Context: an optimization exercise on an open-source flow, tuned for small area, a short achievable clock period and few clock cycles. The choices shown serve that exercise and are no tape-out recipe.
The RTL was checked by simulation tests, not by an equivalence proof against the original design.

### flow/run.sh
#!/bin/bash
# synth_recipe.tcl (not shown) runs the flow's synth.tcl, then flattens the netlist and writes it again
# the make line also repeats each setting of config.mk as NAME=value (left out here)
make -C /OpenROAD-flow-scripts/flow DESIGN_CONFIG=/design/flow/config.mk WORK_HOME=/design/flow/orfs CLKGATE_MAP_FILE= SYNTH_SCRIPT=/design/flow/synth_recipe.tcl finish
### flow/config.mk
export PLATFORM = sky130hd
export DESIGN_NAME = denc
export DESIGN_NICKNAME = denc
export VERILOG_FILES = /design/flow/design.v
export SDC_FILE = /design/flow/constraint.sdc
export NUM_CORES = 4
export LEC_CHECK = 0
export CAP_MARGIN = 20
export CORE_MARGIN = 2
export CORE_UTILIZATION = 40
export SETUP_SLACK_MARGIN = 3.5
export SLEW_MARGIN = 20
### flow/constraint.sdc
create_clock -name core_clock -period 10.0 [get_ports {clk}]
set_input_delay 2.0000 -clock core_clock [delete_from_list [all_inputs] [get_ports {clk}]]
set_output_delay 2.0000 -clock core_clock [all_outputs]
set_load 0.01 [all_outputs]
### flow/design.v
module denc (
  input  wire       clk,
  input  wire       rst,          
  input  wire       wr_en,
  input  wire       wr_sel,       
  input  wire [5:0] wr_addr,
  input  wire [7:0] wr_data,
  input  wire [6:0] nlen,
  input  wire       start,
  output wire       busy,
  output wire       done,
  output reg        err_cfg,
  output reg        err_busywr,
  input  wire [6:0] rd_idx,
  output wire [7:0] rd_cost,
  output wire [6:0] rd_trans,
  output wire [6:0] rd_toklen,
  output wire [1:0] rd_kind,
  output wire [5:0] rd_addr
);
  localparam [1:0] K_LIT = 2'd0, K_EXACT = 2'd2, K_APPROX = 2'd3;
  localparam [1:0] ST_IDLE = 2'd0, ST_DONE = 2'd1, ST_RUN = 2'd2;
  reg [1:0] state;
  assign busy = (state == ST_RUN);
  assign done = (state == ST_DONE);
  reg [7:0] ref_mem [0:63];
  reg [7:0] tgt_mem [0:63];
  reg [7:0] cost_mem   [0:63];
  reg [6:0] trans_mem  [0:63];
  reg [6:0] toklen_mem [0:63];
  reg [1:0] kind_mem   [0:63];
  reg [5:0] addr_mem   [0:63];
  reg [6:0] n;
  genvar g, w;
  function [5:0] addc;
    input [5:0] d; input [2:0] c;
    reg k0, l1, cy, inc;
    begin
      k0  = d[0] & c[0];
      l1  = d[1] ^ c[1];
      cy  = (d[1] & c[1]) | (k0 & l1);
      inc = cy | c[2];
      addc = {d[5] ^ (inc & (d[2] & d[3] & d[4])),
              d[4] ^ (inc & (d[2] & d[3])),
              d[3] ^ (inc & d[2]),
              d[2] ^ inc,
              l1 ^ k0,
              d[0] ^ c[0]};
    end
  endfunction
  reg        pf;         
  reg        s0_on;      
  reg        s0_first;   
  reg [5:0]  s0_i;       
  reg [4:0]  s0_c;       
  reg [6:0]  s0_base;    
  reg [6:0]  rem;        
  reg [31:0] tw;         
  reg [64:0] lin;        
  reg [389:0] din;       
  reg [63:0] la2;        
  wire [3:0] endt;
  wire [71:0] endr;
  generate
    for (w = 0; w < 4; w = w + 1) begin : g_endt
      assign endt[w] = (rem <= w);
    end
    for (g = 0; g < 72; g = g + 1) begin : g_endr
      assign endr[g] = (g >= n);
    end
  endgenerate
  wire [63:0]   a_out;
  wire [383:0]  d_out;
  wire [1791:0] ck;           
  wire [255:0]  rn;           
  wire [63:0]   alive_c;      
  generate
    for (g = 0; g < 64; g = g + 1) begin : g_lane
      wire       a_in;
      wire [5:0] d_in;
      assign a_in = lin[g];
      assign d_in = din[6*g +: 6];
      if (g >= 4) begin : g_sh
        assign alive_c[g] = la2[g - 4];
      end else begin : g_nosh
        assign alive_c[g] = 1'b0;
      end
      wire [3:0] eq, en, m;
      wire [4:0] a;
      assign a[0] = a_in;
      for (w = 0; w < 4; w = w + 1) begin : g_cmp
        if (g + w < 64) begin : g_ref
          assign eq[w] = (ref_mem[g + w] == tw[8*w +: 8]);
        end else begin : g_noref
          assign eq[w] = 1'b0;
        end
        assign en[w] = endr[g + w] | endt[w];
        assign m[w] = ~eq[w] & ((w != 0) | ~s0_first);
        assign a[w+1] = a[w] & ~en[w] & (eq[w] | (w != 0) | ~s0_first);
      end
      wire [5:0] dw0 = d_in;
      wire s01 = m[0] ^ m[1], a01 = m[0] & m[1];
      wire s23 = m[2] ^ m[3], a23 = m[2] & m[3];
      wire [2:0] c2 = {1'b0, a01, s01};
      wire [2:0] c3 = {1'b0, a01 | (s01 & m[2]), s01 ^ m[2]};
      wire [2:0] c4 = {a01 & a23, (a01 ^ a23) | (s01 & s23), s01 ^ s23};
      wire [5:0] dw1 = addc(d_in, {2'd0, m[0]});
      wire [5:0] dw2 = addc(d_in, c2);
      wire [5:0] dw3 = addc(d_in, c3);
      wire [5:0] dw4 = addc(d_in, c4);
      wire [23:0] dws = {dw3, dw2, dw1, dw0};
      for (w = 0; w < 4; w = w + 1) begin : g_slot
        wire [5:0] dw = dws[6*w +: 6];
        wire q2  = (w >= 2) ? 1'b1 : ~s0_first;    
        wire nz  = (d_in != 6'd0) | ((w >= 1) & m[0]) | ((w >= 2) & m[1]) | ((w >= 3) & m[2]);
        wire cv  = a[w] & q2 & (nz | ~eq[w] | en[w]);
        assign ck[7*(4*g + w) +: 7] = {~cv, dw};
        assign rn[4*g + w] = a[w] & q2 & ~nz;
      end
      assign a_out[g] = a[4];
      assign d_out[6*g +: 6] = dw4;
    end
  endgenerate
  wire end_step = s0_first ? ~(|a_out) : (endt[3] | ~(|alive_c));
  function lt16;              
    input [15:0] a; input [15:0] b;
    reg [15:0] g0, e0;
    reg [7:0]  g1, e1;
    reg [3:0]  g2, e2;
    reg [1:0]  g3, e3;
    integer i;
    begin
      g0 = ~a & b;
      e0 = ~(a ^ b);
      for (i = 0; i < 8; i = i + 1) begin
        g1[i] = g0[2*i+1] | (e0[2*i+1] & g0[2*i]);
        e1[i] = e0[2*i+1] & e0[2*i];
      end
      for (i = 0; i < 4; i = i + 1) begin
        g2[i] = g1[2*i+1] | (e1[2*i+1] & g1[2*i]);
        e2[i] = e1[2*i+1] & e1[2*i];
      end
      for (i = 0; i < 2; i = i + 1) begin
        g3[i] = g2[2*i+1] | (e2[2*i+1] & g2[2*i]);
        e3[i] = e2[2*i+1] & e2[2*i];
      end
      lt16 = g3[1] | (e3[1] & g3[0]);
    end
  endfunction
  function lt7;               
    input [6:0] a; input [6:0] b;
    reg [6:0] g, e;
    reg ga, gb, gc, ea, eb;
    begin
      g = ~a & b;
      e = ~(a ^ b);
      ga = g[6] | (e[6] & g[5]) | (e[6] & e[5] & g[4]);
      ea = e[6] & e[5] & e[4];
      gb = g[3] | (e[3] & g[2]);
      eb = e[3] & e[2];
      gc = g[1] | (e[1] & g[0]);
      lt7 = ga | (ea & gb) | (ea & eb & gc);
    end
  endfunction
  function [3:0] sel4;
    input [6:0] k0, k1, k2, k3;
    reg l10, l20, l30, l21, l31, l32;
    begin
      l10 = lt7(k1, k0); l20 = lt7(k2, k0); l30 = lt7(k3, k0);
      l21 = lt7(k2, k1); l31 = lt7(k3, k1); l32 = lt7(k3, k2);
      sel4[0] = ~l10 & ~l20 & ~l30;
      sel4[1] = l10 & ~l21 & ~l31;
      sel4[2] = l20 & l21 & ~l32;
      sel4[3] = l30 & l31 & l32;
    end
  endfunction
  wire [27:0] r_tk;           
  wire [23:0] r_ti;           
  wire [3:0]  r_rv;           
  reg        s1_v, s1_first, s1_last;
  reg        x64_v;           
  reg [5:0]  x64_d;
  reg        x64_r;
  reg [5:0]  s1_i;
  reg [4:0]  s1_c;
  reg [6:0]  s1_base;
  generate
    for (w = 0; w < 4; w = w + 1) begin : g_tree
      wire [895:0] tk;
      wire [767:0] ti;
      wire [127:0] rv;
      reg  [111:0] p_tk;
      reg  [95:0]  p_ti;
      reg  [15:0]  p_rv;
      for (g = 0; g < 64; g = g + 1) begin : g_leaf
        assign tk[7*(64 + g) +: 7] = ck[7*(4*g + w) +: 7];
        assign ti[6*(64 + g) +: 6] = g;
        assign rv[64 + g] = rn[4*g + w];
      end
      for (g = 16; g < 64; g = g + 1) begin : g_n0
        wire [6:0] lk = tk[7*(2*g) +: 7];
        wire [6:0] rk = tk[7*(2*g+1) +: 7];
        wire pr = lt7(rk, lk);
        assign tk[7*g +: 7] = pr ? rk : lk;
        assign ti[6*g +: 6] = pr ? ti[6*(2*g+1) +: 6] : ti[6*(2*g) +: 6];
        assign rv[g] = rv[2*g] | rv[2*g+1];
      end
      always @(posedge clk) begin
        p_tk <= tk[7*16 +: 112];
        p_ti <= ti[6*16 +: 96];
        p_rv <= rv[31:16];
      end
      wire [111:0] hk = p_tk;
      wire [95:0]  hi = p_ti;
      wire [15:0]  hr = p_rv;
      wire [27:0] qk;
      wire [23:0] qi;
      wire [3:0]  qr;
      for (g = 0; g < 4; g = g + 1) begin : g_q
        wire [3:0] s = sel4(hk[7*(4*g) +: 7], hk[7*(4*g+1) +: 7],
                            hk[7*(4*g+2) +: 7], hk[7*(4*g+3) +: 7]);
        assign qk[7*g +: 7] = ({7{s[0]}} & hk[7*(4*g) +: 7])   | ({7{s[1]}} & hk[7*(4*g+1) +: 7]) |
                              ({7{s[2]}} & hk[7*(4*g+2) +: 7]) | ({7{s[3]}} & hk[7*(4*g+3) +: 7]);
        assign qi[6*g +: 6] = ({6{s[0]}} & hi[6*(4*g) +: 6])   | ({6{s[1]}} & hi[6*(4*g+1) +: 6]) |
                              ({6{s[2]}} & hi[6*(4*g+2) +: 6]) | ({6{s[3]}} & hi[6*(4*g+3) +: 6]);
        assign qr[g] = |hr[4*g +: 4];
      end
      wire [3:0] s = sel4(qk[6:0], qk[13:7], qk[20:14], qk[27:21]);
      wire [6:0] rk = ({7{s[0]}} & qk[6:0])   | ({7{s[1]}} & qk[13:7]) |
                      ({7{s[2]}} & qk[20:14]) | ({7{s[3]}} & qk[27:21]);
      wire [5:0] ri = ({6{s[0]}} & qi[5:0])   | ({6{s[1]}} & qi[11:6]) |
                      ({6{s[2]}} & qi[17:12]) | ({6{s[3]}} & qi[23:18]);
      assign r_tk[7*w +: 7] = rk;
      assign r_ti[6*w +: 6] = ri;
      if (w == 0) begin : g_x64
        assign r_rv[w] = (|qr) | x64_r;
      end else begin : g_nox64
        assign r_rv[w] = |qr;
      end
    end
  endgenerate
  reg        f_v;
  reg [5:0]  f_i;
  reg        f_av;
  reg [7:0]  f_as;
  reg [5:0]  f_aj;
  reg [6:0]  f_ad;            
  reg [6:0]  f_ak;            
  reg [6:0]  f_lt;            
  reg        f_ev;
  reg [7:0]  f_ex;
  reg [6:0]  f_ek;            
  reg [5:0]  f_ej;
  reg [7:0]  lit;             
  wire       a_lt_l = lt16({8'd0, f_as}, {8'd0, lit});
  wire       e_lt_l = lt16({8'd0, f_ex}, {8'd0, lit});
  wire       e_lt_a = lt16({8'd0, f_ex}, {8'd0, f_as});
  wire       use_a  = f_av & a_lt_l;
  wire       use_e  = f_ev & e_lt_l & (~use_a | e_lt_a);
  wire [7:0] c_new  = use_e ? f_ex : use_a ? f_as : lit;
  wire [6:0] tr_new = use_e ? f_ek : use_a ? f_ak : f_lt;
  wire [6:0] tl_new = use_e ? 7'd3 : use_a ? f_ad : 7'd2;
  wire [1:0] kd_new = use_e ? K_EXACT : use_a ? K_APPROX : K_LIT;
  wire [5:0] ad_new = use_e ? f_ej : use_a ? f_aj : 6'd0;
  wire [7:0] cbank [0:3];
  wire [6:0] nb_next;         
  wire [6:0] nb_cont;         
  wire [6:0] nb_new;          
  wire       go_new;          
  generate
    for (g = 0; g < 4; g = g + 1) begin : g_bank
      wire [4:0] cr = s1_base[6:2] + ((g < s1_base[1:0]) ? 5'd1 : 5'd0);
      assign cbank[g] = cr[4] ? 8'd0 : cost_mem[{cr[3:0], g[1:0]}];
    end
  endgenerate
  wire [31:0] cw;             
  wire [31:0] tw_next;        
  wire [31:0] bkc, bkn;       
  generate
    for (g = 0; g < 4; g = g + 1) begin : g_tbank
      wire [4:0] trc = nb_cont[6:2] + ((g < nb_cont[1:0]) ? 5'd1 : 5'd0);
      wire [4:0] trn = nb_new[6:2]  + ((g < nb_new[1:0])  ? 5'd1 : 5'd0);
      assign bkc[8*g +: 8] = tgt_mem[{trc[3:0], g[1:0]}];
      assign bkn[8*g +: 8] = tgt_mem[{trn[3:0], g[1:0]}];
    end
  endgenerate
  generate
    for (w = 0; w < 4; w = w + 1) begin : g_rot
      wire [1:0] cs = s1_base[1:0] + w;
      wire [6:0] ci = s1_base + w;
      assign cw[8*w +: 8] = (f_v && ci == {1'b0, f_i}) ? c_new : cbank[cs];
      wire [1:0] tsc = nb_cont[1:0] + w;
      wire [1:0] tsn = nb_new[1:0] + w;
      assign tw_next[8*w +: 8] = go_new ? bkn[8*tsn +: 8] : bkc[8*tsc +: 8];
    end
  endgenerate
  reg        s2_v, s2_first, s2_last;
  reg [5:0]  s2_i;
  reg [4:0]  s2_c;
  reg [27:0] s2_tk;           
  reg [23:0] s2_ti;           
  reg [31:0] s2_b;            
  reg [3:0]  s2_ev;           
  reg [31:0] s2_ex;           
  reg        s2_x64_v;
  reg [5:0]  s2_x64_d;
  wire [27:0] s2_k;           
  assign s2_k = {{s2_c, 2'd3}, {s2_c, 2'd2}, {s2_c, 2'd1}, {s2_c, 2'd0}};
  generate
    for (w = 0; w < 4; w = w + 1) begin : g_s1
      wire [6:0] kq = {s1_c, 2'b00} + w;
      wire [6:0] k7 = kq + 7'd7;
      always @(posedge clk) begin
        s2_tk[7*w +: 7] <= r_tk[7*w +: 7];
        s2_ti[6*w +: 6] <= r_ti[6*w +: 6];
        s2_b[8*w +: 8]  <= 8'd3 + {4'd0, k7[6:3]} + cw[8*w +: 8];
        s2_ev[w]        <= r_rv[w] & (kq <= 7'd63);
        s2_ex[8*w +: 8] <= cw[8*w +: 8] + 8'd3;
      end
    end
  endgenerate
  reg        b_v;
  reg [7:0]  b_s;
  reg [5:0]  b_j;
  reg [6:0]  b_d;             
  reg [6:0]  b_k;             
  reg        e_v;
  reg [7:0]  e_x;
  reg [6:0]  e_k;             
  reg [5:0]  e_j;             
  wire x64_win = s2_x64_v & (s2_tk[6] | lt16({10'd0, s2_x64_d}, {10'd0, s2_tk[5:0]}));
  wire [27:0] m_tk = {s2_tk[27:7], x64_win ? {1'b0, s2_x64_d} : s2_tk[6:0]};
  wire [23:0] m_ti = {s2_ti[23:6], x64_win ? 6'd0 : s2_ti[5:0]};
  function [7:0] add8;        
    input [7:0] a; input [7:0] b;
    reg [7:0] p, g, p1, g1, p2, g2, g3;
    integer i;
    begin
      p = a ^ b;
      g = a & b;
      for (i = 0; i < 8; i = i + 1) begin
        g1[i] = (i >= 1) ? g[i] | (p[i] & g[i-1]) : g[i];
        p1[i] = (i >= 1) ? p[i] & p[i-1] : p[i];
      end
      for (i = 0; i < 8; i = i + 1) begin
        g2[i] = (i >= 2) ? g1[i] | (p1[i] & g1[i-2]) : g1[i];
        p2[i] = (i >= 2) ? p1[i] & p1[i-2] : p1[i];
      end
      for (i = 0; i < 8; i = i + 1)
        g3[i] = (i >= 4) ? g2[i] | (p2[i] & g2[i-4]) : g2[i];
      add8 = p ^ {g3[6:0], 1'b0};
    end
  endfunction
  wire [4:0]  ea_v;
  wire [39:0] ea_s;
  wire [29:0] ea_j;
  wire [34:0] ea_d, ea_k;
  assign ea_v[0] = ~s2_first & b_v;
  assign ea_s[7:0] = b_s;
  assign ea_j[5:0] = b_j;
  assign ea_d[6:0] = b_d;
  assign ea_k[6:0] = b_k;
  generate
    for (w = 0; w < 4; w = w + 1) begin : g_ea
      assign ea_v[w+1]          = ~m_tk[7*w + 6];
      wire [6:0] k7 = s2_k[7*w +: 7] + 7'd7;
      assign ea_d[7*(w+1) +: 7] = 7'd3 + {3'd0, k7[6:3]} + {1'b0, m_tk[7*w +: 6]};
      assign ea_s[8*(w+1) +: 8] = add8(s2_b[8*w +: 8], {2'd0, m_tk[7*w +: 6]});
      assign ea_j[6*(w+1) +: 6] = m_ti[6*w +: 6] - {s2_c[3:0], 2'b00};
      assign ea_k[7*(w+1) +: 7] = {1'b0, s2_i} + s2_k[7*w +: 7];
    end
  endgenerate
  wire [24:0] bt;
  generate
    for (g = 0; g < 5; g = g + 1) begin : g_btx
      for (w = 0; w < 5; w = w + 1) begin : g_bty
        if (g != w) begin : g_b
          assign bt[5*g + w] = ea_v[g] & (~ea_v[w] |
              lt16({2'd0, ea_s[8*g +: 8], ea_j[6*g +: 6]}, {2'd0, ea_s[8*w +: 8], ea_j[6*w +: 6]}));
        end else begin : g_nb
          assign bt[5*g + w] = 1'b0;
        end
      end
    end
  endgenerate
  wire [4:0] asel;
  generate
    for (g = 0; g < 5; g = g + 1) begin : g_asel
      wire [4:0] ok;
      for (w = 0; w < 5; w = w + 1) begin : g_ok
        if (w < g) begin : g_e
          assign ok[w] = bt[5*g + w];
        end else if (w > g) begin : g_l
          assign ok[w] = ~bt[5*w + g];
        end else begin : g_s
          assign ok[w] = 1'b1;
        end
      end
      assign asel[g] = &ok;
    end
  endgenerate
  reg        nb_v;
  reg [7:0]  nb_s;
  reg [5:0]  nb_j;
  reg [6:0]  nb_d;
  reg [6:0]  nb_k;
  integer xa;
  always @(*) begin
    nb_v = 1'b0; nb_s = 8'd0; nb_j = 6'd0; nb_d = 7'd0; nb_k = 7'd0;
    for (xa = 0; xa < 5; xa = xa + 1) begin
      nb_v = nb_v | (asel[xa] & ea_v[xa]);
      nb_s = nb_s | ({8{asel[xa]}} & ea_s[8*xa +: 8]);
      nb_j = nb_j | ({6{asel[xa]}} & ea_j[6*xa +: 6]);
      nb_d = nb_d | ({7{asel[xa]}} & ea_d[7*xa +: 7]);
      nb_k = nb_k | ({7{asel[xa]}} & ea_k[7*xa +: 7]);
    end
  end
  wire [4:0]  ee_v;
  wire [39:0] ee_x;
  wire [34:0] ee_k;
  assign ee_v[0] = ~s2_first & e_v;
  assign ee_x[7:0] = e_x;
  assign ee_k[6:0] = e_k;
  generate
    for (w = 0; w < 4; w = w + 1) begin : g_ee
      assign ee_v[w+1] = s2_ev[w];
      assign ee_x[8*(w+1) +: 8] = s2_ex[8*w +: 8];
      assign ee_k[7*(w+1) +: 7] = {1'b0, s2_i} + s2_k[7*w +: 7];
    end
  endgenerate
  wire [24:0] et;
  generate
    for (g = 0; g < 5; g = g + 1) begin : g_etx
      for (w = 0; w < 5; w = w + 1) begin : g_ety
        if (g != w) begin : g_b
          assign et[5*g + w] = ee_v[g] & (~ee_v[w] |
              lt16({8'd0, ee_x[8*g +: 8]}, {8'd0, ee_x[8*w +: 8]}));
        end else begin : g_nb
          assign et[5*g + w] = 1'b0;
        end
      end
    end
  endgenerate
  wire [4:0] esel;
  generate
    for (g = 0; g < 5; g = g + 1) begin : g_esel
      wire [4:0] ok;
      for (w = 0; w < 5; w = w + 1) begin : g_ok
        if (w < g) begin : g_e
          assign ok[w] = et[5*g + w];
        end else if (w > g) begin : g_l
          assign ok[w] = ~et[5*w + g];
        end else begin : g_s
          assign ok[w] = 1'b1;
        end
      end
      assign esel[g] = &ok;
    end
  endgenerate
  reg        ne_v;
  reg [7:0]  ne_x;
  reg [6:0]  ne_k;
  always @(*) begin
    ne_v = 1'b0; ne_x = 8'd0; ne_k = 7'd0;
    for (xa = 0; xa < 5; xa = xa + 1) begin
      ne_v = ne_v | (esel[xa] & ee_v[xa]);
      ne_x = ne_x | ({8{esel[xa]}} & ee_x[8*xa +: 8]);
      ne_k = ne_k | ({7{esel[xa]}} & ee_k[7*xa +: 7]);
    end
  end
  wire [3:0] z0;
  generate
    for (w = 0; w < 4; w = w + 1) begin : g_z0
      assign z0[w] = (m_tk[7*w +: 7] == 7'd0);
    end
  endgenerate
  wire [5:0] ne_j = z0[3] ? ea_j[29:24] : z0[2] ? ea_j[23:18] :
                    z0[1] ? ea_j[17:12] : z0[0] ? ea_j[11:6]  : e_j;
  assign go_new  = pf | end_step;
  assign nb_new  = pf ? n - 7'd1 : {1'b0, s0_i} - 7'd1;
  assign nb_cont = s0_base + 7'd4;
  assign nb_next = go_new ? nb_new : nb_cont;
  wire start_ok = (state != ST_RUN) && !wr_en && start && (nlen <= 7'd64);
  always @(posedge clk) begin
    if (rst) begin
      state      <= ST_IDLE;
      err_cfg    <= 1'b0;
      err_busywr <= 1'b0;
      pf         <= 1'b0;
      s0_on      <= 1'b0;
      s1_v       <= 1'b0;
      s2_v       <= 1'b0;
      f_v        <= 1'b0;
    end else begin
      case (state)
        ST_IDLE, ST_DONE: begin
          if (wr_en) begin
            state <= ST_IDLE;
          end else if (start) begin
            if (nlen > 7'd64) begin
              err_cfg <= 1'b1;
            end else begin
              state <= ST_RUN;
              pf    <= 1'b1;
            end
          end
        end
        default: begin
          if (wr_en || start) err_busywr <= 1'b1;
          if (pf && n == 7'd0) state <= ST_DONE;
          if (f_v && f_i == 6'd0) state <= ST_DONE;
        end
      endcase
      if (pf) begin
        pf      <= 1'b0;
        s0_on   <= (n != 7'd0);
      end else if (s0_on && end_step && s0_i == 6'd0) begin
        s0_on   <= 1'b0;
      end
      s1_v     <= s0_on;
      s2_v     <= s1_v;
      f_v      <= s2_v & s2_last;
    end
  end
  always @(posedge clk) begin
    if (start_ok)
      n <= nlen;
    if (pf) begin
      s0_i     <= n[5:0] - 6'd1;
      s0_c     <= 5'd0;
      s0_first <= 1'b1;
    end else if (end_step) begin
      s0_i     <= s0_i - 6'd1;
      s0_c     <= 5'd0;
      s0_first <= 1'b1;
    end else begin
      s0_c     <= s0_c + 5'd1;
      s0_first <= 1'b0;
    end
    s0_base <= nb_next;
    if (pf)
      rem <= 7'd1;
    else if (end_step)
      rem <= n - {1'b0, s0_i} + 7'd1;
    else
      rem <= (rem < 7'd4) ? 7'd0 : rem - 7'd4;
    tw      <= tw_next;
    lin     <= go_new ? {1'b0, {64{1'b1}}} : {a_out[60:0], 4'd0};
    din     <= go_new ? 390'd0 : {d_out[365:0], 24'd0};
    la2     <= a_out & ~endr[70:7];
    x64_v    <= lin[64];
    x64_r    <= lin[64] & (din[6*64 +: 6] == 6'd0);
    x64_d    <= din[6*64 +: 6];
    s2_x64_v <= x64_v;
    s2_x64_d <= x64_d;
    s1_first <= s0_first;
    s1_last  <= end_step;
    s1_i     <= s0_i;
    s1_c     <= s0_c;
    s1_base  <= s0_base;
    s2_first <= s1_first;
    s2_last  <= s1_last;
    s2_i     <= s1_i;
    s2_c     <= s1_c;
    if (s2_v) begin
      b_v <= nb_v; b_s <= nb_s; b_j <= nb_j; b_d <= nb_d; b_k <= nb_k;
      e_v <= ne_v; e_x <= ne_x; e_k <= ne_k; e_j <= ne_j;
    end
    if (s2_v && s2_last) begin
      f_i  <= s2_i;
      f_lt <= {1'b0, s2_i} + 7'd1;
      f_av <= nb_v; f_as <= nb_s; f_aj <= nb_j; f_ad <= nb_d; f_ak <= nb_k;
      f_ev <= ne_v; f_ex <= ne_x; f_ek <= ne_k; f_ej <= ne_j;
    end
    if (pf)
      lit <= 8'd2;
    else if (f_v)
      lit <= c_new + 8'd2;
  end
  always @(posedge clk) begin
    if (!rst && state != ST_RUN && wr_en) begin
      if (wr_sel) tgt_mem[wr_addr] <= wr_data;
      else        ref_mem[wr_addr] <= wr_data;
    end
  end
  always @(posedge clk) begin
    if (!rst && start_ok) begin
      if (!nlen[6]) cost_mem[nlen[5:0]] <= 8'd0;
    end else if (!rst && f_v) begin
      cost_mem[f_i]   <= c_new;
      trans_mem[f_i]  <= tr_new;
      toklen_mem[f_i] <= tl_new;
      kind_mem[f_i]   <= kd_new;
      addr_mem[f_i]   <= ad_new;
    end
  end
  assign rd_cost   = rd_idx[6] ? 8'd0 : cost_mem[rd_idx[5:0]];
  assign rd_trans  = trans_mem[rd_idx[5:0]];
  assign rd_toklen = toklen_mem[rd_idx[5:0]];
  assign rd_kind   = kind_mem[rd_idx[5:0]];
  assign rd_addr   = addr_mem[rd_idx[5:0]];
endmodule
==> run summary <==
==> final cells by class <==
cell class / count / share of cell area (%)
Multi-Input combinational cell: 17800 / 48.8
Tap cell: 9485 / 3.67
Clock buffer: 592 / 3.95
Sequential cell: 4379 / 36.7
Inverter: 1959 / 2.29
Antenna cell: 69 / 0.0534
Clock inverter: 290 / 1.07
Timing Repair Buffer: 1051 / 3.42
==> worst paths after layout <==
path	start	endpoint	slack [ps]	cells after the start
worst max-delay path	g_tree[2].p_tk[29]$_DFF_P_	s2_ti[14]$_DFF_P_	3320	15
worst min-delay path	x64_d[4]$_DFF_P_	s2_x64_d[4]$_DFF_P_	320	0
worst max register to register	g_tree[2].p_tk[29]$_DFF_P_	s2_ti[14]$_DFF_P_	3320	15
worst min register to register	x64_d[4]$_DFF_P_	s2_x64_d[4]$_DFF_P_	320	0
==> registers in the layout, indices dropped and copies added (netlist names), 24 cells and up <==
signal       flops
s2_tk           28
addr_mem       384
ref_mem        512
g_tree.p_tk    414
kind_mem       128
trans_mem      448
s2_ex           32
toklen_mem     448
tgt_mem        512
tw              32
s2_b            32
la2             60
cost_mem       512
din            342
g_tree.p_rv     64
s2_ti           24
g_tree.p_ti    128
lin             62
==> worst max-delay path, delay by kind of cell (launching register included) <==
family,cells,cell delay (ps)
compound gates,8,2580
fa+ha+maj,2,740
simple gates,5,2370
flops,1,810
==> cell usage after synthesis (all sizes together) (63+ instances only) <==
| master | count | area [sq um] |
|---|---|---|
| nor3 | 250 | 1260 |
| o211ai | 123 | 923 |
| a21o | 418 | 3140 |
| mux4 | 952 | 21400 |
| edfxtp | 3074 | 92300 |
| a222oi | 63 | 631 |
| o22ai | 73 | 457 |
| a22o | 101 | 885 |
| o21bai | 126 | 946 |
| and3b | 81 | 709 |
| o21ai | 676 | 3390 |
| a211oi | 103 | 773 |
| a31o | 115 | 1010 |
| clkbuf | 774 | 2910 |
| xor2 | 1461 | 12800 |
| a221oi | 73 | 639 |
| xnor2 | 1343 | 11800 |
| a31oi | 120 | 751 |
| and3 | 170 | 1060 |
| nand2b | 183 | 1140 |
| inv | 1897 | 7120 |
| dfxtp | 1305 | 26100 |
| buf | 374 | 1710 |
| mux2i | 770 | 7710 |
| nand2 | 1657 | 6220 |
| nor2b | 197 | 1230 |
| a22oi | 138 | 1040 |
| nor2 | 1344 | 5050 |
| and2 | 262 | 1640 |
| ha | 2886 | 36100 |
| mux2 | 249 | 2800 |
| nand4 | 456 | 2850 |
| nor4 | 441 | 2770 |
| fa | 257 | 5140 |
| o221ai | 173 | 1520 |
| nand3 | 473 | 2370 |
| or2 | 170 | 1060 |
| a21oi | 928 | 4650 |
| o21a | 242 | 1820 |
==> routing by layer <==
| layer | vias up | global-route usage [%] | routed length, microns |
|---|---|---|---|
| li1 | 93600 | - | - |
| met1 | 109000 | 39.4 | 442000 |
| met2 | 12800 | 47.2 | 499000 |
| met3 | 3420 | 7.86 | 123000 |
| met4 | 68 | 20.9 | 97900 |
| met5 | - | 0 | 479 |
==> cell families after synthesis <==
kind of cell,count (synthesis),share of synthesized area (%)
flops,4379,41.7
mux,1971,11.2
xor+xnor,2804,8.64
compound gates,3921,9.36
simple gates,5932,10.3
fa+ha+maj,3143,14.5
buf+inv,3107,4.21
==> repair_timing <==
action	in CTS	in global routing
cloned	30	11
resized for setup	463	508
setup buffers	152	170
pin swaps	10	66
setup endpoints to repair	748	515
==> metrics.md <==
| Metric | Value |
|---|---|
| Setup slack at placement | 1950 ps |
| Total detailed-routing wirelength | 1160000 microns |
| DRT Pass-1 Iters | 11 |
| WL per Instance | 32.6 microns |
| Stage delay of the slowest cell on the critical path | 920 ps |
| CTS tree | done |
| Post-layout instance count excluding filler cells | 35600 |
| Setup ws final | 3320 ps |
| Drt via density | 6.14 |
| Total half-perimeter wirelength after legalization and detailed placement | 835000 microns |
| Number of filler cells placed in the layout | 64600 |
| Final hold violation count | 0 |
| Highest net fanout along the worst path | 12 |
| Clock transition at the register clock pins on the worst setup and hold paths after CTS | 70 ps |
| Minimum clock period after layout | 6680 ps |
| # rows | 309 |
| Final RePlAce weighted congestion | 1.04 |
| Antenna violation net count after detailed routing | 0 |
| RSZ-0062 raised after global routing | true |
| Clk Tree Root Cell | clkbuf_16 |
| Worst-case clock skew | 123 ps |
| Placement-stage cell area | 298000 sq um |
| Sinks on the clock net | 4379 |
| Yosys reg bits | 4379 |
| Commonest non-fill, non-tap cell in the layout | edfxtp_1 |
| Die H | 847 microns |
| Boundary Pins | 67 |
| Initial cell density of the core | 40.1% |
| FMAX | 0.150 GHz |
| Area of the core region | 708000 sq um |
| Final total negative setup slack | 0 ps |
| Final standard cell area without fillers | 323000 sq um |
| Maximum clock insertion buffer count | 4 |
| Number of synthesized flops with an enable pin | 3074 |
| Final-report setup violation count | 0 |
| Fraction of final layout cells sized beyond drive strength 1 | 15.5% |
| Area of all sequential standard cells | 119000 sq um |
| Final net count | 28800 |
| First-pass GRT wire length | 1600000 microns |
| Chip width | 847 microns |
| Remaining routing DRC violations | 0 |
| Rel. slew slack | 9.51% |
| Number of warning messages in the yosys log | 1 |
| Post-route clock period utilization | 66.8% |
| Signal arrival time at the worst endpoint | 7660 ps |
| Largest net degree at the start of global routing | 96 |
| Actual transition at the worst max-transition pin | 1340 ps |
| Max capacitance violation total | 0 |
| Syn Std Cell Area | 284000 sq um |
| Count of different cell masters after synthesis | 103 |
| Count of buffers from port buffering | 66 |
| Global-route congestion overflow total | 0 |
| TritonCTS buffer count | 468 |
| Number of DRC violations after detailed-routing iteration 0 | 27600 |
| Cell count after synthesis | 25300 |
| Clock latency of the later-clocked register in the worst-skew pair | 1190 ps |
| Number of H-tree levels | 5 |
| Area enclosed by the die boundary | 717000 sq um |
| Number of cells after detailed placement | 34300 |
| Mapped Avg Cell Area | 11.2 sq um |
| Global routing usage summed across all routing layers | 31.2% |
| Most frequent cells in the layout | 3074 x edfxtp_1, 2878 x ha_1, 1887 x inv_1, 1616 x nand2_1, 1443 x xor2_1 |
| CP max-delay cell | nor3b_4 |
| Proportion of synthesized flip-flops having asynchronous set or reset | 0% |
| Kind of critical path | reg2reg |
| Utilization after layout | 45.6% |
| Area of the multi-input gates | 158000 sq um |
| Synthesized net count | 28400 |
| Setup crit end kind | flop |
| Worst setup SP type | flop |
| Series of cell instances along the critical path | ha_1 > and3b_1 > o21ai_0 > a21oi_1 > nor2_1 > and3_1 > a221o_1 > ha_1 > a21oi_1 > o22ai_1 > a211o_1 > a41oi_1 > nor3b_4 > o21ai_1 > nand2b_1 |
| Final number of max-transition violations | 0 |
| Share of the yosys chip area belonging to registers | 41.7% |
| Overall via count from detail_route | 218000 |
| Worst hold slack across all endpoints | 324 ps |
| Worst Hold Class | reg2reg |
| Total of hold buffers inserted after clock tree synthesis | 0 |
| Initial antenna violation count | 104 |
| Required time worst endpoint | 10990 ps |
| Dominant synthesized flop cell | edfxtp_1 |
| Number of global-route vias before repair | 209000 |
| Outcome | complete, no violations |
| Area delta synth->final | 13.7% |
Testbench counts, summed over its fixed seeds: cycles 33,571.

==> what the ideal ports hide <==
The results above use ideal ports. As a check the final layout listed here was re-extracted and re-timed, cells and wires unchanged. Step 1 sets driving cells, clkbuf_16 on the clock port and buf_2 on the other inputs (assumed; they add their load-dependent delay and slew). Step 2, shift: input delay + t, output delay - t, t = (earliest + latest rising clock arrival at the registers) / 2. This alone moves slack from input paths to output paths. Slacks: ideal / step 1 / step 2; pairs: ideal / step 1.
shift t [ns]: 1.268
setup WS [ns]: 3.323 / 3.007 / 2.342
worst setup path after step 2: input to register
clock arrival spread, ns: 0.126 / 0.127
worst register clock-pin slew, ns: 0.08 / 0.08
After both steps this run still meets setup and hold. The setup slack of this run moves by -0.316 ns with the drivers and by -0.981 ns with both steps.
